This is an optimization exercise on Yosys and OpenROAD, whose aim is small area, a short achievable clock period and few clock cycles, not a production implementation. In this exercise RTL edits were held to simulation tests only and were not proved equivalent to the original.

==> flow/design.v, too long to show whole: its modules and the start of the top module <==
// module pif_fadd: 89 lines
// module pif_faddsub: 129 lines
// module pif_fmul: 106 lines
// module pif_mul24_cs: 2028 lines
// module pif_fft: 181 lines
module pif_fft (
    input  wire        clk,
    input  wire        rst,
    input  wire        start,
    input  wire [3:0]  log2n,       
    output wire        ready,
    output reg         done,
    output reg         fault,       
    output reg         cb_rd_en,
    output reg  [11:0] cb_rd_addr,
    input  wire [63:0] cb_rd_data,
    output reg         cb_wr_en,
    output reg  [11:0] cb_wr_addr,
    output reg  [63:0] cb_wr_data,
    output reg         tw_rd_en,
    output reg  [10:0] tw_rd_addr,
    input  wire [63:0] tw_rd_data
);
  // ...
==> flow/run.sh <==
#!/bin/bash
# synth_recipe.tcl (not shown) runs the flow's synth.tcl, then flattens the netlist and writes it again
# the make line also repeats each setting of config.mk as NAME=value (left out here)
make -C /OpenROAD-flow-scripts/flow DESIGN_CONFIG=/design/flow/config.mk WORK_HOME=/design/flow/orfs CLKGATE_MAP_FILE= SYNTH_SCRIPT=/design/flow/synth_recipe.tcl finish
==> flow/config.mk <==
export PLATFORM = sky130hd
export DESIGN_NAME = pif_fft
export DESIGN_NICKNAME = pif_fft
export VERILOG_FILES = /design/flow/design.v
export SDC_FILE = /design/flow/constraint.sdc
export NUM_CORES = 4
export LEC_CHECK = 0
export CAP_MARGIN = 20
export CORE_MARGIN = 2
export CORE_UTILIZATION = 60
export SLEW_MARGIN = 20
==> flow/constraint.sdc <==
create_clock -name core_clock -period 22.0 [get_ports {clk}]
set_input_delay 4.4000 -clock core_clock [delete_from_list [all_inputs] [get_ports {clk}]]
set_output_delay 4.4000 -clock core_clock [all_outputs]
set_load 0.01 [all_outputs]
==> summary.txt, run 1 <==
Reg2Reg Launch Point u_x.r_big[0]; Startpoint Class flop; final WL 322 mm; Yosys top cell by area fa_1; top flop regs cb_wr_data x64, w_r x64; clock network area share 3.99%; hold crit path type flop to flop; Final Util 65.4%; M1 WL 125 mm; Fmax 125 MHz; post-CTS setup buffers 0; EDFF count, synth about 280; WL met2 150 mm; Setup violations, final 0; FP Rows 151; worst path buffer plus inverter count 4; GRT met1 Usage 46.2%; WS Path Type flop to flop; commonest cells after routing, fill and taps aside inv_1, nand2_1, fa_1, and2_1, dfxtp_1; Distinct cells, synth about 100; Hold Crit Start u_yz.r_sb; per-cell routed wire length roughly 23 um; status complete, no violations; overall die area roughly 170,000 um^2; CTS Buffer Depth 3; setup TNS 0 ns; clock sink count 1,151; WHS Endpoint u_yz.r2_sb; slew of the pin with the lowest slew margin 1.15 ns; Fillers around 14,000
Testbench counts, summed over its fixed seeds: cycles 120,950.
==> module pif_fadd, before the edit <==
module pif_fadd (
    input  wire        clk,
    input  wire [31:0] a,
    input  wire [31:0] b,
    input  wire        sub,
    output reg  [31:0] y
);
    wire        sa = a[31];
    wire        sb = b[31] ^ sub;
    wire [7:0]  ea = a[30:23];
    wire [7:0]  eb = b[30:23];
    wire [22:0] fa = a[22:0];
    wire [22:0] fb = b[22:0];
    wire a_nan = (ea == 8'hFF) && (fa != 0);
    wire b_nan = (eb == 8'hFF) && (fb != 0);
    wire a_inf = (ea == 8'hFF) && (fa == 0);
    wire b_inf = (eb == 8'hFF) && (fb == 0);
    wire [23:0] ma = {ea != 0, fa};
    wire [23:0] mb = {eb != 0, fb};
    wire [7:0]  ea_eff = (ea == 0) ? 8'd1 : ea;
    wire [7:0]  eb_eff = (eb == 0) ? 8'd1 : eb;
    reg [4:0] tza, tzb;
    integer i;
    always @(*) begin
        tza = 5'd24; tzb = 5'd24;
        for (i = 23; i >= 0; i = i - 1) begin
            if (ma[i]) tza = i;
            if (mb[i]) tzb = i;
        end
    end
    wire        swap    = (b[30:0] > a[30:0]);
    wire [8:0]  dab     = {1'b0, ea_eff} - {1'b0, eb_eff};
    wire [8:0]  dba     = {1'b0, eb_eff} - {1'b0, ea_eff};
    wire [7:0]  diff    = swap ? dba[7:0] : dab[7:0];
    wire        s_big   = swap ? sb : sa;
    wire [7:0]  e_big   = swap ? eb_eff : ea_eff;
    wire [23:0] m_big   = swap ? mb : ma;
    wire [23:0] m_small = swap ? ma : mb;
    wire [4:0]  tz_small = swap ? tza : tzb;
    wire [25:0] sh_small = (diff > 8'd26) ? 26'd0 : ({m_small, 2'b00} >> diff[4:0]);
    wire        sticky   = ({3'd0, tz_small} + 8'd2 < diff) && (tz_small != 5'd24);
    reg  [23:0] r_big;
    reg  [26:0] r_small;
    reg  [7:0]  r_e;
    reg         r_sub, r_s, r_nan, r_ainf, r_binf, r_sa, r_sb, r_zs, r_e254;
    always @(posedge clk) begin
        r_big   <= m_big;
        r_small <= {sh_small, sticky};
        r_sub   <= sa ^ sb;
        r_e     <= e_big;
        r_s     <= s_big;
        r_nan   <= a_nan || b_nan || (a_inf && b_inf && (sa ^ sb));
        r_ainf  <= a_inf;
        r_binf  <= b_inf;
        r_sa    <= sa;
        r_sb    <= sb;
        r_zs    <= sa & sb;
        r_e254  <= (e_big == 8'd254);
    end
    wire [27:0] sum = r_sub ? ({1'b0, r_big, 3'b000} - {1'b0, r_small})
                            : ({1'b0, r_big, 3'b000} + {1'b0, r_small});
    wire [27:0] marker = (r_e > 8'd27) ? 28'd0 : (28'h8000000 >> r_e[4:0]);
    wire [27:0] lzin   = sum | marker;
    reg  [4:0]  lz;
    always @(*) begin
        lz = 5'd27;
        for (i = 0; i < 28; i = i + 1)
            if (lzin[i]) lz = 27 - i;
    end
    wire [27:0] x     = sum << lz;
    wire [26:0] norm  = {x[27:2], x[1] | x[0]};
    wire [8:0]  e_res = x[27] ? ({1'b0, r_e} + 9'd1 - {4'd0, lz}) : 9'd0;
    wire        rnd   = norm[2] & (norm[1] | norm[0] | norm[3]);
    wire [30:0] mag   = {e_res[7:0], norm[25:3]} + {30'd0, rnd};
    always @(posedge clk) begin
        if (r_nan)
            y <= 32'h7FC00000;
        else if (r_ainf)
            y <= {r_sa, 8'hFF, 23'd0};
        else if (r_binf)
            y <= {r_sb, 8'hFF, 23'd0};
        else if (sum == 0)
            y <= {r_zs, 31'd0};
        else if (r_e254 & sum[27])
            y <= {r_s, 8'hFF, 23'd0};
        else
            y <= {r_s, mag};
    end
endmodule
==> module pif_fmul, before the edit <==
module pif_fmul (
    input  wire        clk,
    input  wire [31:0] a,
    input  wire [31:0] b,
    output reg  [31:0] y
);
    wire        s  = a[31] ^ b[31];
    wire [7:0]  ea = a[30:23];
    wire [7:0]  eb = b[30:23];
    wire [22:0] fa = a[22:0];
    wire [22:0] fb = b[22:0];
    wire a_nan  = (ea == 8'hFF) && (fa != 0);
    wire b_nan  = (eb == 8'hFF) && (fb != 0);
    wire a_inf  = (ea == 8'hFF) && (fa == 0);
    wire b_inf  = (eb == 8'hFF) && (fb == 0);
    wire a_zero = (a[30:0] == 0);
    wire b_zero = (b[30:0] == 0);
    wire [23:0] ma = {ea != 0, fa};
    wire [23:0] mb = {eb != 0, fb};
    reg [4:0] lza, lzb, tza, tzb;
    integer i;
    always @(*) begin
        lza = 5'd0; lzb = 5'd0; tza = 5'd0; tzb = 5'd0;
        for (i = 0; i < 24; i = i + 1) begin
            if (ma[i]) lza = 23 - i;
            if (mb[i]) lzb = 23 - i;
        end
        for (i = 23; i >= 0; i = i - 1) begin
            if (ma[i]) tza = i;
            if (mb[i]) tzb = i;
        end
    end
    wire signed [10:0] E   = $signed({3'b000, (ea == 0) ? 8'd1 : ea})
                           + $signed({3'b000, (eb == 0) ? 8'd1 : eb}) - 11'sd127;
    wire [47:0] ps, pc;
    pif_mul24_cs u_mul (.a(ma), .b(mb), .s(ps), .c(pc));
    wire [24:0] lo = {1'b0, ps[23:0]} + {1'b0, pc[23:0]};
    reg  [23:0] r_lo, r_hs, r_hc;
    reg         r_cy;
    reg  [10:0] r_E;
    reg  [5:0]  r_lzi, r_tz;
    reg         r_s, r_nan, r_inf, r_zero;
    always @(posedge clk) begin
        r_lo    <= lo[23:0];
        r_cy    <= lo[24];
        r_hs    <= ps[47:24];
        r_hc    <= pc[47:24];
        r_E     <= E;
        r_lzi   <= {1'b0, lza} + {1'b0, lzb};
        r_tz    <= {1'b0, tza} + {1'b0, tzb};
        r_s     <= s;
        r_nan   <= a_nan || b_nan || (a_inf && b_zero) || (b_inf && a_zero);
        r_inf   <= a_inf || b_inf;
        r_zero  <= a_zero || b_zero;
    end
    wire signed [10:0] E2    = r_E;
    wire               lmode = (E2 >= $signed({5'd0, r_lzi}));
    wire signed [10:0] sh    = lmode ? $signed({5'd0, r_lzi})
                             : ((E2 < -11'sd25) ? -11'sd25 : E2);
    wire        [10:0] t_w   = 11'sd23 - sh;                  
    wire signed [10:0] eA    = E2 + 11'sd1 - $signed({5'd0, r_lzi});
    wire        [5:0]  t     = t_w[5:0];
    wire [23:0] hi = r_hs + r_hc + {23'd0, r_cy};
    wire [47:0] p  = {hi, r_lo};
    wire [48:0] q  = {p, 1'b0};
    wire [48:0] w  = q >> t;
    reg  [25:0] r2_w;
    reg         r2_st0, r2_st1;
    reg  [7:0]  r2_eA;
    reg         r2_ovfA, r2_ovfB, r2_eAge2, r2_lmode, r2_s;
    reg         r2_nan, r2_inf, r2_zero;
    always @(posedge clk) begin
        r2_w     <= w[25:0];
        r2_st0   <= {1'b0, r_tz} < {1'b0, t};
        r2_st1   <= ({1'b0, r_tz} + 7'd1) < {1'b0, t};
        r2_eA    <= eA[7:0];
        r2_ovfA  <= (eA >= 11'sd255);
        r2_ovfB  <= (eA >= 11'sd256);
        r2_eAge2 <= (eA >= 11'sd2);
        r2_lmode <= lmode;
        r2_s     <= r_s;
        r2_nan   <= r_nan;
        r2_inf   <= r_inf;
        r2_zero  <= r_zero;
    end
    wire        extra  = ~r2_w[25] & r2_lmode & r2_eAge2;
    wire [23:0] m_keep = extra ? r2_w[24:1] : r2_w[25:2];
    wire        g      = extra ? r2_w[0] : r2_w[1];
    wire        st     = extra ? r2_st1 : r2_st0;
    wire        rnd    = g & (st | m_keep[0]);
    wire [7:0]  e_field = r2_w[25] ? r2_eA : (extra ? r2_eA - 8'd1 : 8'd0);
    wire        ovf    = r2_w[25] ? r2_ovfA : (extra & r2_ovfB);
    wire [30:0] mag    = {e_field, m_keep[22:0]} + {30'd0, rnd};
    always @(posedge clk) begin
        if (r2_nan)
            y <= 32'h7FC00000;
        else if (r2_inf)
            y <= {r2_s, 8'hFF, 23'd0};
        else if (r2_zero)
            y <= {r2_s, 31'd0};
        else if (ovf)
            y <= {r2_s, 8'hFF, 23'd0};
        else
            y <= {r2_s, mag};
    end
endmodule
==> module pif_fft, before the edit <==
module pif_fft (
    input  wire        clk,
    input  wire        rst,
    input  wire        start,
    input  wire [3:0]  log2n,       
    output wire        ready,
    output reg         done,
    output reg         fault,       
    output reg         cb_rd_en,
    output reg  [11:0] cb_rd_addr,
    input  wire [63:0] cb_rd_data,
    output reg         cb_wr_en,
    output reg  [11:0] cb_wr_addr,
    output reg  [63:0] cb_wr_data,
    output reg         tw_rd_en,
    output reg  [10:0] tw_rd_addr,
    input  wire [63:0] tw_rd_data
);
    localparam [1:0] S_IDLE = 2'd0,
                     S_RUN  = 2'd1,    
                     S_GAP  = 2'd2,    
                     S_DRN  = 2'd3;    
    reg  [1:0]  state;
    reg         ph;
    reg  [11:0] i1;          
    reg  [11:0] lbit;        
    reg  [12:0] nbit;        
    reg  [11:0] nmask;       
    reg  [10:0] tw;          
    reg  [11:0] ts;          
    reg  [10:0] twmask;      
    reg  [2:0]  gapn;        
    reg  [2:0]  gcnt;
    reg  [3:0]  dcnt;
    reg  [11:0] ra_cur, ra_prev, ra2;
    reg  [11:0] wi1, wlbit;
    reg  [11:0] vsr;         
    reg         ready_r;     
    assign ready = ready_r;
    wire [12:0] i1_inc  = {1'b0, i1 | lbit} + 13'd1;
    wire [12:0] i1_nx   = i1_inc & ~{1'b0, lbit};
    wire        i1_wrap = &(i1 | lbit | ~nmask);
    wire        last_st = lbit[11:0] == nbit[12:1];
    wire [12:0] wi1_inc = {1'b0, wi1 | wlbit} + 13'd1;
    wire [12:0] wi1_nx  = wi1_inc & ~{1'b0, wlbit};
    wire        wi1_wrap = &(wi1 | wlbit | ~nmask);
    wire issue = (state == S_RUN) && !ph;
    always @(posedge clk) begin
        if (rst) begin
            state    <= S_IDLE;
            ready_r  <= 1'b1;
            done     <= 1'b0;
            fault    <= 1'b0;
            cb_rd_en <= 1'b0;
            cb_wr_en <= 1'b0;
            tw_rd_en <= 1'b0;
            vsr      <= 12'd0;
            ph       <= 1'b0;
        end else begin
            done     <= 1'b0;
            ph       <= ~ph;
            vsr      <= {vsr[10:0], issue};
            tw_rd_en <= 1'b0;
            cb_rd_en <= 1'b0;
            cb_wr_en <= 1'b0;
            if (!ph) begin
                cb_rd_en   <= issue;
                tw_rd_en   <= issue;
                cb_rd_addr <= i1 | lbit;
                tw_rd_addr <= tw;
                ra2        <= ra_prev;
                ra_prev    <= ra_cur;
                ra_cur     <= i1;
                cb_wr_en   <= vsr[11];
                cb_wr_addr <= wi1;
                if (vsr[11]) begin
                    if (wi1_wrap) begin
                        wi1   <= 12'd0;
                        wlbit <= {wlbit[10:0], 1'b0};
                    end else begin
                        wi1   <= wi1_nx[11:0];
                    end
                end
            end else begin
                tw_rd_en   <= vsr[0];
                cb_rd_en   <= vsr[4];
                cb_rd_addr <= ra2;
                cb_wr_en   <= vsr[10];
                cb_wr_addr <= wi1 | wlbit;
            end
            case (state)
                S_IDLE: begin
                    if (start) begin
                        ph     <= 1'b0;
                        i1     <= 12'd0;
                        lbit   <= 12'd1;
                        wi1    <= 12'd0;
                        wlbit  <= 12'd1;
                        tw     <= 11'd0;
                        nbit   <= 13'd1 << log2n;
                        nmask  <= (12'd1 << log2n) - 12'd1;
                        ts     <= 12'd1 << (log2n - 4'd1);
                        twmask <= (11'd1 << (log2n - 4'd1)) - 11'd1;
                        gapn   <= (log2n == 4'd2) ? 3'd6 :
                                  (log2n == 4'd3) ? 3'd5 :
                                  (log2n == 4'd4) ? 3'd3 : 3'd0;
                        if (log2n > 4'd12) begin
                            done  <= 1'b1;
                            fault <= 1'b1;
                        end else if (log2n == 4'd0) begin
                            done  <= 1'b1;
                            fault <= 1'b0;
                        end else begin
                            fault   <= 1'b0;
                            state   <= S_RUN;
                            ready_r <= 1'b0;
                        end
                    end
                end
                S_RUN: begin
                    if (!ph) begin
                        if (i1_wrap) begin
                            i1   <= 12'd0;
                            tw   <= 11'd0;
                            lbit <= {lbit[10:0], 1'b0};
                            ts   <= {1'b0, ts[11:1]};
                            gcnt <= gapn;
                            if (last_st) begin
                                dcnt  <= 4'd12;
                                state <= S_DRN;
                            end else if (gapn != 3'd0) begin
                                state <= S_GAP;
                            end
                        end else begin
                            i1 <= i1_nx[11:0];
                            tw <= (tw + ts[10:0]) & twmask;
                        end
                    end
                end
                S_GAP: begin
                    if (!ph) begin
                        gcnt <= gcnt - 3'd1;
                        if (gcnt == 3'd1) state <= S_RUN;
                    end
                end
                default: begin    
                    dcnt <= dcnt - 4'd1;
                    if (dcnt == 4'd1) begin
                        done    <= 1'b1;
                        state   <= S_IDLE;
                        ready_r <= 1'b1;
                    end
                end
            endcase
        end
    end
    reg  [31:0] opb_p, opb_q, aop, aim, yre, zre, zim;
    reg  [63:0] w_r;
    always @(posedge clk) begin
        opb_p <= ph ? opb_q : cb_rd_data[31:0];
        opb_q <= ph ? opb_p : cb_rd_data[63:32];
        w_r   <= tw_rd_data;
        aim   <= cb_rd_data[63:32];
        aop   <= ph ? cb_rd_data[31:0] : aim;
    end
    wire [31:0] p_y, q_y, x_y, yp, ym;
    pif_fmul u_p (.clk(clk), .a(w_r[31:0]),  .b(opb_p), .y(p_y));
    pif_fmul u_q (.clk(clk), .a(w_r[63:32]), .b(opb_q), .y(q_y));
    pif_fadd    u_x  (.clk(clk), .a(p_y), .b(q_y), .sub(~ph), .y(x_y));
    pif_faddsub u_yz (.clk(clk), .a(aop), .b(x_y), .yp(yp), .ym(ym));
    always @(posedge clk) begin
        if (!ph) begin
            yre <= ym;
            zre <= yp;
            cb_wr_data <= {zim, zre};
        end else begin
            zim <= yp;
            cb_wr_data <= {ym, yre};
        end
    end
endmodule
==> run 2, diff against run 1 <==
--- a/flow/design.v
+++ b/flow/design.v
@@ -67,24 +67,41 @@
         for (i = 0; i < 28; i = i + 1)
             if (lzin[i]) lz = 27 - i;
     end
-    wire [27:0] x     = sum << lz;
+    reg  [27:0] r2_sum;
+    reg  [4:0]  r2_lz;
+    reg  [7:0]  r2_e;
+    reg         r2_s, r2_nan, r2_ainf, r2_binf, r2_sa, r2_sb, r2_zs, r2_e254;
+    always @(posedge clk) begin
+        r2_sum  <= sum;
+        r2_lz   <= lz;
+        r2_e    <= r_e;
+        r2_s    <= r_s;
+        r2_nan  <= r_nan;
+        r2_ainf <= r_ainf;
+        r2_binf <= r_binf;
+        r2_sa   <= r_sa;
+        r2_sb   <= r_sb;
+        r2_zs   <= r_zs;
+        r2_e254 <= r_e254;
+    end
+    wire [27:0] x     = r2_sum << r2_lz;
     wire [26:0] norm  = {x[27:2], x[1] | x[0]};
-    wire [8:0]  e_res = x[27] ? ({1'b0, r_e} + 9'd1 - {4'd0, lz}) : 9'd0;
+    wire [8:0]  e_res = x[27] ? ({1'b0, r2_e} + 9'd1 - {4'd0, r2_lz}) : 9'd0;
     wire        rnd   = norm[2] & (norm[1] | norm[0] | norm[3]);
     wire [30:0] mag   = {e_res[7:0], norm[25:3]} + {30'd0, rnd};
     always @(posedge clk) begin
-        if (r_nan)
+        if (r2_nan)
             y <= 32'h7FC00000;
-        else if (r_ainf)
-            y <= {r_sa, 8'hFF, 23'd0};
-        else if (r_binf)
-            y <= {r_sb, 8'hFF, 23'd0};
-        else if (sum == 0)
-            y <= {r_zs, 31'd0};
-        else if (r_e254 & sum[27])
-            y <= {r_s, 8'hFF, 23'd0};
+        else if (r2_ainf)
+            y <= {r2_sa, 8'hFF, 23'd0};
+        else if (r2_binf)
+            y <= {r2_sb, 8'hFF, 23'd0};
+        else if (r2_sum == 0)
+            y <= {r2_zs, 31'd0};
+        else if (r2_e254 & r2_sum[27])
+            y <= {r2_s, 8'hFF, 23'd0};
         else
-            y <= {r_s, mag};
+            y <= {r2_s, mag};
     end
 endmodule
 module pif_faddsub (
@@ -252,17 +269,18 @@
                            + $signed({3'b000, (eb == 0) ? 8'd1 : eb}) - 11'sd127;
     wire [47:0] ps, pc;
     pif_mul24_cs u_mul (.a(ma), .b(mb), .s(ps), .c(pc));
-    wire [24:0] lo = {1'b0, ps[23:0]} + {1'b0, pc[23:0]};
-    reg  [23:0] r_lo, r_hs, r_hc;
+    wire [16:0] lo = {1'b0, ps[15:0]} + {1'b0, pc[15:0]};
+    reg  [15:0] r_lo;
+    reg  [31:0] r_hs, r_hc;
     reg         r_cy;
     reg  [10:0] r_E;
     reg  [5:0]  r_lzi, r_tz;
     reg         r_s, r_nan, r_inf, r_zero;
     always @(posedge clk) begin
-        r_lo    <= lo[23:0];
-        r_cy    <= lo[24];
-        r_hs    <= ps[47:24];
-        r_hc    <= pc[47:24];
+        r_lo    <= lo[15:0];
+        r_cy    <= lo[16];
+        r_hs    <= ps[47:16];
+        r_hc    <= pc[47:16];
         r_E     <= E;
         r_lzi   <= {1'b0, lza} + {1'b0, lzb};
         r_tz    <= {1'b0, tza} + {1'b0, tzb};
@@ -278,7 +296,7 @@
     wire        [10:0] t_w   = 11'sd23 - sh;                  
     wire signed [10:0] eA    = E2 + 11'sd1 - $signed({5'd0, r_lzi});
     wire        [5:0]  t     = t_w[5:0];
-    wire [23:0] hi = r_hs + r_hc + {23'd0, r_cy};
+    wire [31:0] hi = r_hs + r_hc + {31'd0, r_cy};
     wire [47:0] p  = {hi, r_lo};
     wire [48:0] q  = {p, 1'b0};
     wire [48:0] w  = q >> t;
@@ -2376,7 +2394,6 @@
     reg         ph;
     reg  [11:0] i1;          
     reg  [11:0] lbit;        
-    reg  [12:0] nbit;        
     reg  [11:0] nmask;       
     reg  [10:0] tw;          
     reg  [11:0] ts;          
@@ -2386,16 +2403,17 @@
     reg  [3:0]  dcnt;
     reg  [11:0] ra_cur, ra_prev, ra2;
     reg  [11:0] wi1, wlbit;
-    reg  [11:0] vsr;         
+    reg  [12:0] vsr;         
     reg         ready_r;     
     assign ready = ready_r;
     wire [12:0] i1_inc  = {1'b0, i1 | lbit} + 13'd1;
     wire [12:0] i1_nx   = i1_inc & ~{1'b0, lbit};
     wire        i1_wrap = &(i1 | lbit | ~nmask);
-    wire        last_st = lbit[11:0] == nbit[12:1];
+    wire        last_st = ~|({lbit, 1'b0} & {1'b0, nmask});    
     wire [12:0] wi1_inc = {1'b0, wi1 | wlbit} + 13'd1;
     wire [12:0] wi1_nx  = wi1_inc & ~{1'b0, wlbit};
     wire        wi1_wrap = &(wi1 | wlbit | ~nmask);
+    reg  wrap_q, last_q;
     wire issue = (state == S_RUN) && !ph;
     always @(posedge clk) begin
         if (rst) begin
@@ -2406,12 +2424,12 @@
             cb_rd_en <= 1'b0;
             cb_wr_en <= 1'b0;
             tw_rd_en <= 1'b0;
-            vsr      <= 12'd0;
+            vsr      <= 13'd0;
             ph       <= 1'b0;
         end else begin
             done     <= 1'b0;
             ph       <= ~ph;
-            vsr      <= {vsr[10:0], issue};
+            vsr      <= {vsr[11:0], issue};
             tw_rd_en <= 1'b0;
             cb_rd_en <= 1'b0;
             cb_wr_en <= 1'b0;
@@ -2424,8 +2442,16 @@
                 ra_prev    <= ra_cur;
                 ra_cur     <= i1;
                 cb_wr_en   <= vsr[11];
+                cb_wr_addr <= wi1 | wlbit;
+            end else begin
+                wrap_q     <= i1_wrap;
+                last_q     <= last_st;
+                tw_rd_en   <= vsr[0];
+                cb_rd_en   <= vsr[4];
+                cb_rd_addr <= ra2;
+                cb_wr_en   <= vsr[12];
                 cb_wr_addr <= wi1;
-                if (vsr[11]) begin
+                if (vsr[12]) begin
                     if (wi1_wrap) begin
                         wi1   <= 12'd0;
                         wlbit <= {wlbit[10:0], 1'b0};
@@ -2433,12 +2459,6 @@
                         wi1   <= wi1_nx[11:0];
                     end
                 end
-            end else begin
-                tw_rd_en   <= vsr[0];
-                cb_rd_en   <= vsr[4];
-                cb_rd_addr <= ra2;
-                cb_wr_en   <= vsr[10];
-                cb_wr_addr <= wi1 | wlbit;
             end
             case (state)
                 S_IDLE: begin
@@ -2449,8 +2469,9 @@
                         wi1    <= 12'd0;
                         wlbit  <= 12'd1;
                         tw     <= 11'd0;
-                        nbit   <= 13'd1 << log2n;
                         nmask  <= (12'd1 << log2n) - 12'd1;
+                        wrap_q <= (log2n == 4'd1);
+                        last_q <= (log2n == 4'd1);
                         ts     <= 12'd1 << (log2n - 4'd1);
                         twmask <= (11'd1 << (log2n - 4'd1)) - 11'd1;
                         gapn   <= (log2n == 4'd2) ? 3'd6 :
@@ -2471,14 +2492,14 @@
                 end
                 S_RUN: begin
                     if (!ph) begin
-                        if (i1_wrap) begin
+                        if (wrap_q) begin
                             i1   <= 12'd0;
                             tw   <= 11'd0;
                             lbit <= {lbit[10:0], 1'b0};
                             ts   <= {1'b0, ts[11:1]};
                             gcnt <= gapn;
-                            if (last_st) begin
-                                dcnt  <= 4'd12;
+                            if (last_q) begin
+                                dcnt  <= 4'd13;
                                 state <= S_DRN;
                             end else if (gapn != 3'd0) begin
                                 state <= S_GAP;
@@ -2506,14 +2527,15 @@
             endcase
         end
     end
-    reg  [31:0] opb_p, opb_q, aop, aim, yre, zre, zim;
+    reg  [31:0] opb_p, opb_q, are, aim, aop, yd, zd1, zd2;
     reg  [63:0] w_r;
     always @(posedge clk) begin
         opb_p <= ph ? opb_q : cb_rd_data[31:0];
         opb_q <= ph ? opb_p : cb_rd_data[63:32];
         w_r   <= tw_rd_data;
-        aim   <= cb_rd_data[63:32];
-        aop   <= ph ? cb_rd_data[31:0] : aim;
+        are   <= cb_rd_data[31:0];
+        if (ph) aim <= cb_rd_data[63:32];
+        aop   <= ph ? aim : are;
     end
     wire [31:0] p_y, q_y, x_y, yp, ym;
     pif_fmul u_p (.clk(clk), .a(w_r[31:0]),  .b(opb_p), .y(p_y));
@@ -2521,13 +2543,9 @@
     pif_fadd    u_x  (.clk(clk), .a(p_y), .b(q_y), .sub(~ph), .y(x_y));
     pif_faddsub u_yz (.clk(clk), .a(aop), .b(x_y), .yp(yp), .ym(ym));
     always @(posedge clk) begin
-        if (!ph) begin
-            yre <= ym;
-            zre <= yp;
-            cb_wr_data <= {zim, zre};
-        end else begin
-            zim <= yp;
-            cb_wr_data <= {ym, yre};
-        end
+        yd  <= ym;
+        zd1 <= yp;
+        zd2 <= zd1;
+        cb_wr_data <= ph ? {zd1, zd2} : {ym, yd};
     end
 endmodule
==> run 2 against run 1 <==
  * Die area increased by 2.7%
  * Still clean on timing, DRC and antenna
  * Maximum frequency increased by 23%
  * Clock-buffer cell count increased by 39
  * Highest routed layer unchanged
  * Largest cell class unchanged
  * Utilization increased by 0.19 points
  * Clock skew decreased by 0.040 ns
  * Via count increased by 2.4%
  * Area after synthesis increased by 2.7%
  * Final cell count increased by 1.1%
  * Worst hold slack improved by 0.030 ns
  * Non-clock buffer count increased by 4
==> summary.txt, run 2 <==
final WL 329 mm (+2.1%); Multi-input gate area 69,400 um^2; CTS tree built; clock sink count 1,239 (+7.6%); Yosys top cell by area dfxtp_1; area grow syn2layout 8.74%; share of layout cells above drive strength 1 7.26%; relative slew slack 20.6%; EDFF count, synth 209 (-26%); Distinct cells, synth 104 (unchanged); worst setup margin roughly 16 ns; leading cell type in the layout, fill and taps excluded inv_1; Max-Cap Viols 0; setup TNS 0 ns (unchanged); TritonCTS Buffers 139; Mean Syn Cell Area 8.96 um^2; ranking of synthesized cells by area dfxtp_1, fa_1, ha_1; Overall Global Routing Usage between 30% and 40%; Max FO, Critical Path 19; DRC 0; CP required between 20 and 25 ns; hold crit path type flop to flop; Post-Syn Area about 100,000 um^2; Initial Utilization 60.3%; Die W 422 um; PortBufs 239; GRT overflow 0; #FFs+latches synth roughly 1,200; hold buffer count at cts 0; # H-tree levels 4; overall die area 178,000 um^2 (+2.7%); min Tclk post-route 6.48 ns; Startpoint Class input port; PostCTS Resize Cnt 0; root buffer cell clkbuf_16; core region area between 150,000 and 200,000 um^2; clk latency of the worst-skew pair between 0.8 and 0.9 ns; Fmax 154 MHz (+23%); Ports 240; commonest cells in the netlist inv_1, dfxtp_1, fa_1; Post-Place Setup Slack 14.82 ns; Crit path arrival time 7.22 ns; clk slew on worst S/H paths 0.06 ns; RSZ-0062 raised after global routing false; Final GP Congestion just under 1; DP Wirelength 244 mm; cell count after synthesis 11,686; vias in the first global route 85,680; post-CTS setup buffers 0 (unchanged); WS Path Type input port to flop; first-pass GRT wire length 503 mm; most frequent cell after synthesis inv_1; status complete, no violations; commonest cells after routing, fill and taps aside inv_1, dfxtp_1, fa_1, nand2_1, and2_1; slew of the pin with the lowest slew margin 1.18 ns (+0.0300 ns); Setup violations, final 0 (unchanged); Setup crit end kind flop; warnings from Yosys 4; post-route ant nets 0; Hold Vio Cnt, Final 0; register area share after synthesis 25.7%; Fillers 14,393 (+2.3%); syn_nets 13,317; Pins Over Slew Limit 0; top flop regs cb_wr_data x64, w_r x64; vias 86,151; fin nets 13,229; vias per cell 6.13; WHS ~0.32 ns; DR pass1 iterations 8; FP Rows 153 (+1.3%); CTS Buffer Depth 3 (unchanged); Final Skew 0.0580 ns; register area 26,900 um^2; DR iter-0 viols 7,809; pin count of the biggest net entering global routing 87; antenna violations before repair 19; Async S/R FF share, synth 0%; die height approximately 420 um; part of the cycle the worst path needs 29.5%; top cell type's share of synthesized area about a fifth; per-cell routed wire length 23.4 um (+1.0%); Primary FF master, synth dfxtp_1
-- run 2: cell types whose count changed after synthesis, moves of 60 or more --
cell / delta
dfxtp_1: +162
nand2_1: -117
mux4_2: +89
a21oi_1: -73
inv_1: +60
edfxtp_1: -74
nor2_1: -63
-- run 2: path summary, 6_finish.rpt --
check | startpoint | slack, ns | end | depth (start not counted)
setup / recovery | log2n[1] | 15.52 | state[0] | 9
hold / removal | u_p.r_s | 0.32 | u_p.r2_s | 0
hold reg to reg | u_p.r_s | 0.32 | u_p.r2_s | 0
setup reg to reg | opb_p[1] | 16.26 | u_p.r_lo[15] | 17
-- run 2: cells by family (layout without fill, tap and decap cells) --
kind of cell	after synthesis	in the layout	share of synthesized area, %
buffers and inverters	2265	2289	8.20
AOI/OAI and AO/OA	1996	1996	12.5
DFF	1239	1239	25.7
muxes	666	666	7.96
xor gates and xnor gates	373	373	3.12
other	0	16	0
and+or+nand+nor	3651	3651	17.6
adders and majority gates	1496	1496	25.0
-- run 2: stage by stage --
step / std cells / util, % / instance area (um^2)
5_1_grt: 14044 / 65.6 / 114000
3_3_place_gp: 13781 / 62.7 / 109000
4_1_cts: 14034 / 65.5 / 114000
2_1_floorplan: 11686 / - / 105000
6_report: 14051 / 65.6 / 114000
3_5_place_dp: 13781 / 62.7 / 109000
-- run 2: final cells by class --
type | count | area share, %
Sequential cell | 1239 | 23.6
Multi-Input combinational cell | 8182 | 60.9
Tap cell | 2325 | 2.56
Antenna cell | 16 | 0.0352
Inverter | 1624 | 5.35
Clock buffer | 183 | 3.47
Timing Repair Buffer | 412 | 3.25
Clock inverter | 70 | 0.770
-- run 2: per-layer routing --
layer	vias up	track usage, %	wire length (um)
li1	38685	-	-
met4	14	18.6	18300
met2	4209	58.4	152000
met5	-	0	105
met3	1015	7.17	29600
met1	42228	47.0	129000
-- run 2: critical path, stage by stage --
cell and delay (ns):
clkdlybuf4s50_1 0.87, or2_2 0.34, nor2_1 0.08, a22oi_1 0.31
a21boi_0 0.18, a221oi_1 0.34, o41ai_1 0.19, or3_1 0.37
a21oi_1 0.15
Testbench counts of run 2, summed over its fixed seeds: cycles 120,998.
==> run 3, diff against run 2 <==
--- a/flow/config.mk
+++ b/flow/config.mk
@@ -7,5 +7,5 @@
 export LEC_CHECK = 0
 export CAP_MARGIN = 20
 export CORE_MARGIN = 2
-export CORE_UTILIZATION = 60
+export CORE_UTILIZATION = 70
 export SLEW_MARGIN = 20
==> run 3 against run 2 <==
  * Highest routed layer unchanged
  * Area after synthesis unchanged
  * Final cell count decreased by 3.0%
  * Critical endpoint unchanged
  * Worst hold slack got worse by 0.0060 ns
  * Clock skew increased by 0.0089 ns
  * Register-to-register slack got worse by 0.26 ns
  * Clock-buffer cell count decreased by 13
  * Critical path type unchanged
  * Synthesized cell count unchanged
  * Via count increased by 1.9%
==> summary.txt, run 3 <==
core region area 148,000 um^2 (-15%); status complete, no violations; GRT overflow 0 (unchanged); RSZ-0062 raised after global routing false; DR iter-0 viols 8,784 (+12%); most frequent cell after synthesis inv_1; clk latency of the worst-skew pair 0.81 ns (about the same); TritonCTS Buffers 135 (-2.9%); CP max stage cell clkdlybuf4s50_1; min Tclk post-route 6.68 ns (+0.191 ns); setup TNS 0 ns (unchanged); Post-Synth Simple-Gate Area 17.6% (unchanged); main combinational cell family by area after synthesis adder cells; antenna violations before repair 22 (+3); clock sink count 1,239 (unchanged); post-CTS setup buffers 0 (unchanged); Primary FF master, synth dfxtp_1; cell count after synthesis 11,686 (unchanged); design area 113,000 um^2 (-0.55%); Setup violations, final 0 (unchanged); Worst path max stage delay 0.93 ns (+0.06 ns); FP Rows 141 (-7.8%); Async S/R FF share, synth 0% (unchanged); vias in the first global route 90,312 (+5.4%); Crit path arrival time 7.40 ns (+0.18 ns); Fmax 150 MHz (-2.9%); Setup crit end kind flop; placed instance area 108,000 um^2 (-0.51%); final WL 321 mm (-2.4%); warnings from Yosys 4 (unchanged); mux contribution to synthesized area 7.96% (unchanged); ranking of synthesized cells by area dfxtp_1, fa_1, ha_1; Worst Hold Depth 0 (unchanged); Overall Global Routing Usage 41.9% (+5.4 points); post-synthesis xor/xnor area fraction 3.12% (unchanged); relative slew slack 16.5% (-4.0 points); Post-Synth Adder-Cell Area 25.0% (unchanged); Ports 240 (unchanged); DR pass1 iterations 10 (+2); part of the cycle the worst path needs 30.3% (+0.87 points); register area share after synthesis 25.7% (unchanged); slew of the pin with the lowest slew margin 1.25 ns (+0.0678 ns); vias per cell 6.44 (+5.0%); DRC 0 (unchanged); leading cell type in the layout, fill and taps excluded inv_1; pin count of the biggest net entering global routing 76 (-13%); Max FO, Critical Path 19 (unchanged); first-pass GRT wire length 497 mm (-1.1%); hold buffer count at cts 0 (unchanged); reg2reg path depth 15 (-2); CP Cell Sequence clkdlybuf4s50_1 > or2_2 > nor2_1 > a22oi_1 > a21boi_0 > a221oi_1 > o41ai_1 > or3_1 > a21oi_1; post-route ant nets 0 (unchanged); Final GP Congestion 1.04 (+7.0%); #FFs+latches synth 1,239 (unchanged); syn_nets 13,317 (unchanged); die height 391 um (-7.3%); top cell family by delay on the critical path compound AO/OA/AOI/OAI gates; per-cell routed wire length 23.5 um (+0.54%); Post-Syn Area 105,000 um^2 (unchanged); top flop regs cb_wr_data x64, w_r x64; clk slew on worst S/H paths 0.06 ns (about the same); hold crit path type flop to flop; worst path buffer plus inverter count 1 (unchanged); Die W 391 um (-7.3%); top cell type's share of synthesized area 19.7% (unchanged); share of layout cells above drive strength 1 7.14% (-0.12 points); Yosys top cell by area dfxtp_1; Hold Vio Cnt, Final 0 (unchanged); CP required 22.72 ns (about the same); CTS tree built; Max-Cap Viols 0 (unchanged); CTS Buffer Depth 3 (unchanged); commonest cells after routing, fill and taps aside inv_1, dfxtp_1, fa_1, nand2_1, and2_1; # H-tree levels 4 (unchanged); PortBufs 239 (unchanged); Mean Syn Cell Area 8.96 um^2 (unchanged); Fillers 9,833 (-32%); complex-gate fraction of the synthesized area 12.5% (unchanged); R2R Setup Slk 16.00 ns (-0.26 ns); Distinct cells, synth 104 (unchanged); Pins Over Slew Limit 0 (unchanged); Non-Filler Instances 13,636 (-3.0%); Final Skew 0.0668 ns (+0.00885 ns); Initial Utilization 70.7% (+10 points); EDFF count, synth 209 (unchanged); WS Path Type input port to flop; overall die area 153,000 um^2 (-14%); fin nets 13,220 (-0.068%); PostCTS Resize Cnt 0 (unchanged); Startpoint Class input port; commonest cells in the netlist inv_1, dfxtp_1, fa_1; DP Wirelength 233 mm (-4.7%); vias 87,800 (+1.9%); root buffer cell clkbuf_16; area grow syn2layout 8.14%; Placed Cells incl. Taps 13,381 (-2.9%); cell count along the critical path 9 (unchanged)
-- run 3: metrics by stage --
step	util, %	hold WS [ns]	worst slack [ns]
floorplan	-	0.310	12.45
global placement	73.1	0.312	14.59
detailed placement	73.1	0.312	14.62
CTS	76.4	0.315	15.42
global route	76.4	0.318	15.18
finish	76.4	0.318	15.32
-- run 3: cell families (layout without fill, tap and decap cells) --
group                    Yosys count  count (layout)
XOR/XNOR                         373             373
buffers and inverters           2265            2279
multiplexers                     666             666
adder cells (fa/ha/maj)         1496            1496
AND/OR/NAND/NOR                 3651            3651
other                              0               6
flip-flops                      1239            1239
AO/OA/AOI/OAI                   1996            1996
-- run 3: final timing paths --
check | startpoint | to
max reg2reg | w_r[27] | u_p.r_hs[7]
min | u_x.r_sa | u_x.r2_sa
min reg2reg | u_x.r_sa | u_x.r2_sa
max | log2n[1] | state[0]
-- run 3: final cells by class --
class | instances | area [um^2] | share of cell area [%]
clock inverters | 78 | 1080 | 0.958
well taps | 1930 | 2410 | 2.13
inverters | 1624 | 6100 | 5.38
clock buffers | 170 | 3690 | 3.26
repair buffers | 407 | 3670 | 3.24
flip-flops and latches | 1239 | 26900 | 23.8
diodes | 6 | 15.0 | 0.0133
multi-input cells | 8182 | 69300 | 61.2
-- run 3: layer usage --
layer / wire length [um] / GRT usage (%) / up-vias
li1: - / - / 38637
met1: 113000 / 48.9 / 41768
met2: 146000 / 67.3 / 5628
met3: 37300 / 12.6 / 1739
met4: 24500 / 26.6 / 28
met5: 248 / 0 / -
==> run 4, diff against run 3 <==
--- a/flow/design.v
+++ b/flow/design.v
@@ -2386,11 +2386,13 @@
     output reg  [10:0] tw_rd_addr,
     input  wire [63:0] tw_rd_data
 );
-    localparam [1:0] S_IDLE = 2'd0,
-                     S_RUN  = 2'd1,    
-                     S_GAP  = 2'd2,    
-                     S_DRN  = 2'd3;    
-    reg  [1:0]  state;
+    localparam [2:0] S_IDLE = 3'd0,
+                     S_RUN  = 3'd1,    
+                     S_GAP  = 3'd2,    
+                     S_DRN  = 3'd3,    
+                     S_SET  = 3'd4;    
+    reg  [2:0]  state;
+    reg  [3:0]  order;       
     reg         ph;
     reg  [11:0] i1;          
     reg  [11:0] lbit;        
@@ -2463,31 +2465,39 @@
             case (state)
                 S_IDLE: begin
                     if (start) begin
-                        ph     <= 1'b0;
-                        i1     <= 12'd0;
-                        lbit   <= 12'd1;
-                        wi1    <= 12'd0;
-                        wlbit  <= 12'd1;
-                        tw     <= 11'd0;
-                        nmask  <= (12'd1 << log2n) - 12'd1;
-                        wrap_q <= (log2n == 4'd1);
-                        last_q <= (log2n == 4'd1);
-                        ts     <= 12'd1 << (log2n - 4'd1);
-                        twmask <= (11'd1 << (log2n - 4'd1)) - 11'd1;
-                        gapn   <= (log2n == 4'd2) ? 3'd6 :
-                                  (log2n == 4'd3) ? 3'd5 :
-                                  (log2n == 4'd4) ? 3'd3 : 3'd0;
-                        if (log2n > 4'd12) begin
-                            done  <= 1'b1;
-                            fault <= 1'b1;
-                        end else if (log2n == 4'd0) begin
-                            done  <= 1'b1;
-                            fault <= 1'b0;
-                        end else begin
-                            fault   <= 1'b0;
-                            state   <= S_RUN;
-                            ready_r <= 1'b0;
-                        end
+                        order   <= log2n;
+                        state   <= S_SET;
+                        ready_r <= 1'b0;
+                    end
+                end
+                S_SET: begin
+                    ph     <= 1'b0;
+                    i1     <= 12'd0;
+                    lbit   <= 12'd1;
+                    wi1    <= 12'd0;
+                    wlbit  <= 12'd1;
+                    tw     <= 11'd0;
+                    nmask  <= (12'd1 << order) - 12'd1;
+                    wrap_q <= (order == 4'd1);
+                    last_q <= (order == 4'd1);
+                    ts     <= 12'd1 << (order - 4'd1);
+                    twmask <= (11'd1 << (order - 4'd1)) - 11'd1;
+                    gapn   <= (order == 4'd2) ? 3'd6 :
+                              (order == 4'd3) ? 3'd5 :
+                              (order == 4'd4) ? 3'd3 : 3'd0;
+                    if (order > 4'd12) begin
+                        done    <= 1'b1;
+                        fault   <= 1'b1;
+                        state   <= S_IDLE;
+                        ready_r <= 1'b1;
+                    end else if (order == 4'd0) begin
+                        done    <= 1'b1;
+                        fault   <= 1'b0;
+                        state   <= S_IDLE;
+                        ready_r <= 1'b1;
+                    end else begin
+                        fault   <= 1'b0;
+                        state   <= S_RUN;
                     end
                 end
                 S_RUN: begin
@@ -2516,7 +2526,7 @@
                         if (gcnt == 3'd1) state <= S_RUN;
                     end
                 end
-                default: begin    
+                S_DRN: begin
                     dcnt <= dcnt - 4'd1;
                     if (dcnt == 4'd1) begin
                         done    <= 1'b1;
@@ -2524,6 +2534,10 @@
                         ready_r <= 1'b1;
                     end
                 end
+                default: begin
+                    state   <= S_IDLE;
+                    ready_r <= 1'b1;
+                end
             endcase
         end
     end
--- a/flow/config.mk
+++ b/flow/config.mk
@@ -7,5 +7,5 @@
 export LEC_CHECK = 0
 export CAP_MARGIN = 20
 export CORE_MARGIN = 2
-export CORE_UTILIZATION = 70
+export CORE_UTILIZATION = 60
 export SLEW_MARGIN = 20
==> run 4 against run 3 <==
  * Highest routed layer unchanged
  * Synthesized cell count is 0.43% lower
  * Still clean
  * Via count is 2.8% lower
  * Critical path depth is 8 lower
  * Utilization is 11 points lower
  * First-iteration DRC count is 6.0% lower
  * Final cell count is 2.5% higher
  * Non-clock buffer count is 4 lower
  * Maximum frequency is 7.7% higher
  * Wire length is 2.0% higher
  * Critical endpoint is now cb_wr_addr[4]
  * Register-to-register slack better by 0.24 ns
  * Worst setup slack better by 0.48 ns
==> summary.txt, run 4 <==
DRC 0 (unchanged); CTS Buffer Depth 3 (unchanged); per-cell routed wire length 23.4 um (-0.48%); Post-Place Setup Slack 15.31 ns (+0.692 ns); CP max stage cell clkdlybuf4s50_1; Primary FF master, synth dfxtp_1; FP Rows 153 (+8.5%); worst setup margin 15.80 ns (+0.476 ns); Fmax 161 MHz (+7.7%); Hold Vio Cnt, Final 0 (unchanged); top cell family by delay on the critical path buffers and inverters; Overall Global Routing Usage 36.3% (-5.5 points); cell count along the critical path 1 (-8); top flop regs cb_wr_data x64, w_r x64; Final Skew 0.0539 ns (-0.0129 ns); PortBufs 239 (unchanged); vias per cell 6.11 (-5.1%); PostCTS Resize Cnt 0 (unchanged); hold buffer count at cts 0 (unchanged); Final GP Congestion 0.997 (-4.1%); GRT met1 Usage 47.2% (-1.7 points); CP Cell Sequence clkdlybuf4s50_1; Pins Over Slew Limit 0 (unchanged); CP Launch Point cb_wr_addr[4]; antenna violations before repair 25 (+14%); DR iter-0 viols 8,253 (-6.0%); WS Path Type flop to output port; RSZ-0062 raised after global routing false; worst path buffer plus inverter count 1 (unchanged); root buffer cell clkbuf_16; CTS tree built; Post-Syn Area 105,000 um^2 (about the same); clk latency of the worst-skew pair 0.82 ns (about the same); relative slew slack 15.6% (-0.89 points); Startpoint Class flop; clock sink count 1,244 (+0.40%); register area share after synthesis 25.8% (+0.12 points); Worst Hold Depth 0 (unchanged); clk slew on worst S/H paths 0.06 ns (about the same); part of the cycle the worst path needs 28.2% (-2.2 points); hold crit path type flop to flop; commonest cells after routing, fill and taps aside inv_1, dfxtp_1, fa_1, nand2_1, and2_1; Worst path max stage delay 0.57 ns (-0.36 ns); min Tclk post-route 6.20 ns (-0.476 ns); top cell type's share of synthesized area 19.7% (about the same); Most Crowded Layer GR met2; syn_nets 13,263 (-0.41%); first-pass GRT wire length 502 mm (+1.0%); post-CTS setup buffers 0 (unchanged); DP Wirelength 243 mm (+4.2%); warnings from Yosys 4 (unchanged); R2R Setup Slk 16.24 ns (+0.24 ns); met3 Use GR 7.50% (-5.1 points); Critical Path Sink cb_wr_addr[4]; Ports 240 (unchanged); Setup violations, final 0 (unchanged); die height 422 um (+8.0%); CP required 17.60 ns (-5.12 ns); Async S/R FF share, synth 0% (unchanged); Setup crit end kind output port; Initial Utilization 60.3% (-10 points); area grow syn2layout 8.82%; slew of the pin with the lowest slew margin 1.25 ns (+0.00353 ns); leading cell type in the layout, fill and taps excluded inv_1; Distinct cells, synth 107 (+2.9%); # H-tree levels 4 (unchanged); overall die area 178,000 um^2 (+17%); Fillers 14,302 (+45%); setup TNS 0 ns (unchanged); post-route ant nets 0 (unchanged); ranking of synthesized cells by area dfxtp_1, fa_1, edfxtp_1; TritonCTS Buffers 139 (+3.0%); GR met2 Demand/Resource 58.2% (-9.1 points); Crit path arrival time 1.80 ns (-5.60 ns); Reg2Reg Launch Point aop[21]; #FFs+latches synth 1,244 (+0.40%); share of layout cells above drive strength 1 7.26% (+0.12 points); core region area 174,000 um^2 (+17%); final WL 327 mm (+2.0%); most frequent cell after synthesis inv_1; status complete, no violations; pin count of the biggest net entering global routing 70 (-7.9%); cell count after synthesis 11,636 (-0.43%); Max-Cap Viols 0 (unchanged); Yosys top cell by area dfxtp_1; vias in the first global route 85,042 (-5.8%); fin nets 13,148 (-0.54%); EDFF count, synth 213 (+1.9%); vias 85,361 (-2.8%); Die W 422 um (+8.0%); r2r endpoint u_yz.r_small[0]; DR pass1 iterations 6 (-4); Max FO, Critical Path 1 (-18); GRT overflow 0 (unchanged); reg2reg path depth 15 (unchanged); Mean Syn Cell Area 9.00 um^2 (+0.49%); commonest cells in the netlist inv_1, dfxtp_1, fa_1
run 4: area by class of cell:
| type | count | area, um^2 | share of cell area (%) |
|---|---|---|---|
| multi-input cells | 8092 | 69100 | 60.6 |
| flip-flops and latches | 1244 | 27100 | 23.7 |
| inverters | 1641 | 6160 | 5.40 |
| clock buffers | 180 | 3870 | 3.40 |
| repair buffers | 403 | 3640 | 3.19 |
| well taps | 2325 | 2910 | 2.55 |
| clock inverters | 79 | 1220 | 1.07 |
| diodes | 12 | 30.0 | 0.0263 |
run 4: metal layers:
layer | part of all wire [%] | wire [um] | vias up
met5 | 0.031 | 102 | -
met4 | 5.5 | 17900 | 14
met3 | 9.2 | 30100 | 972
met2 | 45 | 149000 | 4235
met1 | 40 | 130000 | 41678
li1 | - | - | 38462
run 4: worst min path at each step:
stage / endpoint / from / slack, ns
finish: u_x.r2_s / u_x.r_s / 0.31
floorplan: u_p.r2_inf / u_p.r_inf / 0.31
global placement: u_x.r2_sb / u_x.r_sb / 0.31
global route: u_x.r2_zs / u_x.r_zs / 0.31
detailed placement: u_yz.r2_sa / u_yz.r_sa / 0.31
CTS: u_x.r2_sb / u_x.r_sb / 0.31
run 4: cells by family (layout without fill, tap and decap cells):
group / Yosys count / in the layout / share of synthesized area [%]
AO/OA/AOI/OAI: 1951 / 1951 / 12.1
adder cells (fa/ha/maj): 1492 / 1492 / 24.9
flip-flops: 1244 / 1244 / 25.8
other: 0 / 12 / 0
buffers and inverters: 2300 / 2303 / 8.37
XOR/XNOR: 385 / 385 / 3.22
multiplexers: 695 / 695 / 8.31
AND/OR/NAND/NOR: 3569 / 3569 / 17.3
run 4: stage by stage:
step                hold slack (ns)  utilization (%)  area, um^2  cells
floorplan                     0.310                -      105000  11636
global placement              0.312             62.7      109000  13703
detailed placement            0.312             62.7      109000  13705
CTS                           0.308             65.6      114000  13964
global route                  0.314             65.7      114000  13971
finish                        0.308             65.7      114000  13976
Testbench counts of run 4, summed over its fixed seeds: cycles 121,046.
==> run 5, diff against run 4 <==
==> flow/flow/run.sh (new file) <==
#!/bin/bash
# The standard layout (standard.sh, unchanged synthesis and steps), with
# the input and output port buffers that the standard flow inserts made of
# sky130_fd_sc_hd__buf_2 instead of ORFS's default choice. The full output
# of the ORFS run goes to standard.log here; ORFS's per-step logs are under
# orfs/logs/.
set -euo pipefail
export BUFFER_PORTS_ARGS="-buffer_cell sky130_fd_sc_hd__buf_2"
bash standard.sh finish > standard.log 2>&1
==> flow/standard.sh (new file) <==
#!/bin/bash
# synth_recipe.tcl (not shown) runs the flow's synth.tcl, then flattens the netlist and writes it again
# the make line also repeats each setting of config.mk as NAME=value (left out here)
make -C /OpenROAD-flow-scripts/flow DESIGN_CONFIG=/design/flow/config.mk WORK_HOME=/design/flow/orfs CLKGATE_MAP_FILE= SYNTH_SCRIPT=/design/flow/synth_recipe.tcl "${@:-finish}"
--- a/flow/config.mk
+++ b/flow/config.mk
@@ -8,4 +8,6 @@
 export CAP_MARGIN = 20
 export CORE_MARGIN = 2
 export CORE_UTILIZATION = 60
+export CTS_CLUSTER_DIAMETER = 120
+export CTS_CLUSTER_SIZE = 20
 export SLEW_MARGIN = 20
removed: flow/run.sh
==> run 5 against run 4 <==
  * Non-clock buffer count is 2 lower
  * Clock skew is 0.0087 ns higher
  * Largest cell class unchanged
  * Highest routed layer unchanged
==> summary.txt, run 5 <==
status complete, no violations; #FFs+latches synth 1,244 (unchanged); Max FO, Critical Path 22 (+21); die height 422 um (unchanged); Hold Vio Cnt, Final 0 (unchanged); CP Launch Point opb_p[6]; top cell type's share of synthesized area 19.7% (unchanged); Worst path max stage delay 1.06 ns (+0.49 ns); cell count after synthesis 11,636 (unchanged); hold crit path type flop to flop; commonest cells after routing, fill and taps aside inv_1, dfxtp_1, fa_1, nand2_1, and2_1; CP most frequent cell fa_1; RSZ-0062 raised after global routing false; Mean Syn Cell Area 9.00 um^2 (unchanged); CTS tree built; Worst Hold Depth 0 (unchanged); clock sink count 1,244 (unchanged); Post-Place Setup Slack 15.20 ns (-0.114 ns); WHS Endpoint u_yz.r2_anan; relative slew slack 23.1% (+7.5 points); fin nets 13,084 (-0.49%); hold buffer count at cts 0 (unchanged); TritonCTS Buffers 77 (-45%); overall die area 178,000 um^2 (unchanged); Pins Over Slew Limit 0 (unchanged); Max-Cap Viols 0 (unchanged); clk slew on worst S/H paths 0.08 ns (+0.02 ns); CP Cell Sequence clkinv_1 > nor2_1 > ha_1 > fa_1 > inv_1 > fa_1 > fa_1 > inv_1 > fa_1 > ha_1 > or3_1 > o211ai_1 > nor2_1 > a211oi_1 > o21ai_0; vias per cell 6.11 (about the same); DR pass1 iterations 6 (unchanged); Reg2Reg Launch Point opb_p[6]; Async S/R FF share, synth 0% (unchanged); warnings from Yosys 4 (unchanged); post-route ant nets 0 (unchanged); FP Rows 153 (unchanged); PostCTS Resize Cnt 0 (unchanged); Ports 240 (unchanged); Multi-input gate area 69,100 um^2 (about the same); Setup violations, final 0 (unchanged); per-cell routed wire length 23.6 um (+0.56%); worst setup margin 15.84 ns (+0.0367 ns); R2R Setup Slk 15.84 ns (-0.40 ns); Yosys top cell by area dfxtp_1; Initial Utilization 60.3% (unchanged); antenna violations before repair 32 (+28%); GRT overflow 0 (unchanged); WS Path Type flop to flop; Crit path arrival time 6.77 ns (+4.97 ns); register area share after synthesis 25.8% (unchanged); Fmax 162 MHz (+0.60%); Overall Global Routing Usage 36.3% (about the same); Distinct cells, synth 107 (unchanged); area grow syn2layout 5.06%; commonest cells in the netlist inv_1, dfxtp_1, fa_1; EDFF count, synth 213 (unchanged); part of the cycle the worst path needs 28.0% (-0.17 points); root buffer cell clkbuf_16; setup TNS 0 ns (unchanged); core region area 174,000 um^2 (unchanged); ranking of synthesized cells by area dfxtp_1, fa_1, edfxtp_1; # H-tree levels 3 (-1); register area 27,100 um^2 (about the same); Primary FF master, synth dfxtp_1; share of layout cells above drive strength 1 8.25% (+0.99 points); post-CTS setup buffers 0 (unchanged); Post-Syn Area 105,000 um^2 (unchanged); CP required 22.61 ns (+5.01 ns); first-pass GRT wire length 501 mm (-0.21%); vias in the first global route 84,732 (-0.36%); Fillers 14,832 (+3.7%); Startpoint Class flop; DR iter-0 viols 8,616 (+4.4%); PortBufs 239 (unchanged); pin count of the biggest net entering global routing 74 (+5.7%); slew of the pin with the lowest slew margin 1.15 ns (-0.101 ns); reg2reg path depth 15 (unchanged); CTS Buffer Depth 3 (unchanged); final WL 326 mm (-0.44%); CP max stage cell dfxtp_1; top flop regs cb_wr_data x64, w_r x64; DP Wirelength 243 mm (about the same); Hold Crit Start u_yz.r_anan; Die W 422 um (unchanged); min Tclk post-route 6.16 ns (-0.0367 ns); leading cell type in the layout, fill and taps excluded inv_1; syn_nets 13,263 (unchanged); clk latency of the worst-skew pair 0.76 ns (-0.06 ns); most frequent cell after synthesis inv_1; Final GP Congestion 0.979 (-1.8%); vias 84,537 (-0.97%); Setup crit end kind flop; Final Skew 0.0626 ns (+0.00869 ns); DRC 0 (unchanged); r2r endpoint u_p.r_cy
## run 5: cell counts after synthesis
No cell type changed its count.
## run 5: worst max-delay path by stage
stage	slack, ns	end	depth (start not counted)
after floorplan	14.76	ra2[0]	3
after global placement	15.28	ts[7]	5
after detailed placement	15.20	lbit[9]	5
after CTS	15.95	u_p.r_cy	15
after global routing	15.69	u_p.r2_w[5]	15
final	15.84	u_p.r_cy	15
## run 5: metrics by stage
step / cell area, um^2 / hold slack, ns / cells / utilization [%]
floorplan: 105000 / 0.310 / 11636 / -
global placement: 108000 / 0.312 / 13702 / 62.0
detailed placement: 108000 / 0.312 / 13703 / 62.0
CTS: 110000 / 0.328 / 13823 / 63.4
global route: 110000 / 0.332 / 13829 / 63.4
finish: 110000 / 0.325 / 13837 / 63.4
## run 5: cell type report
class / instances / share of cell area (%)
multi-input combinational: 8092 / 62.8
sequential: 1244 / 24.6
inverter: 1641 / 5.60
tap: 2325 / 2.64
timing repair buffer: 401 / 2.19
clock buffer: 100 / 1.84
clock inverter: 20 / 0.301
antenna: 14 / 0.0318
## run 5: critical path: cells and delay by family, from the launching register on
family                   cells  cell delay (ns)
AND/OR/NAND/NOR              3             0.75
buffers and inverters        3             0.93
AO/OA/AOI/OAI                3             0.74
adder cells (fa/ha/maj)      6             2.54
flip-flops                   1             1.06
## run 5: kinds of logic (layout without fill, tap and decap cells)
| group | after synthesis | count (layout) | share of synthesized area [%] |
|---|---|---|---|
| AND/OR/NAND/NOR | 3569 | 3569 | 17.3 |
| flip-flops | 1244 | 1244 | 25.8 |
| AO/OA/AOI/OAI | 1951 | 1951 | 12.1 |
| buffers and inverters | 2300 | 2162 | 8.37 |
| multiplexers | 695 | 695 | 8.31 |
| other | 0 | 14 | 0 |
| adder cells (fa/ha/maj) | 1492 | 1492 | 24.9 |
| XOR/XNOR | 385 | 385 | 3.22 |
## run 5: per-layer routing
layer | wire length [um] | GRT usage, %
met3 | 29200 | 6.36
met4 | 18500 | 18.0
met2 | 147000 | 57.7
met1 | 132000 | 48.0
met5 | 59 | 0

-- re-timing with driven ports --
In the flow no input, the clock included, has a driving cell. The finished layouts below were timed again as built, in two steps.
Step 1, drivers: a clkbuf_16 drives clk and a buf_2 each remaining input, both assumed.
Step 2 times the ports against the registers' clock, not the clock port: input delays grow and output delays shrink by t, the midpoint of the rising clock arrivals with the driver on.
a / b / c = no drivers / after step 1 / after step 2; a / b = the first two.
run | t, ns | setup slack, ns | worst setup path at the end
run 1 | 0.892 | 13.996 / 13.996 / 13.996 | register to register
run 2 | 0.880 | 15.516 / 15.584 / 14.704 | input to register
run 3 | 0.876 | 15.325 / 15.374 / 14.498 | input to register
run 4 | 0.897 | 15.801 / 15.700 / 15.299 | input to register
run 5 | 0.832 | 15.838 / 15.838 / 15.250 | input to register
After both steps every run listed still meets setup and hold. For run 3, which loses most, drivers alone change the setup slack by +0.049 ns; drivers and shift together by -0.827 ns.
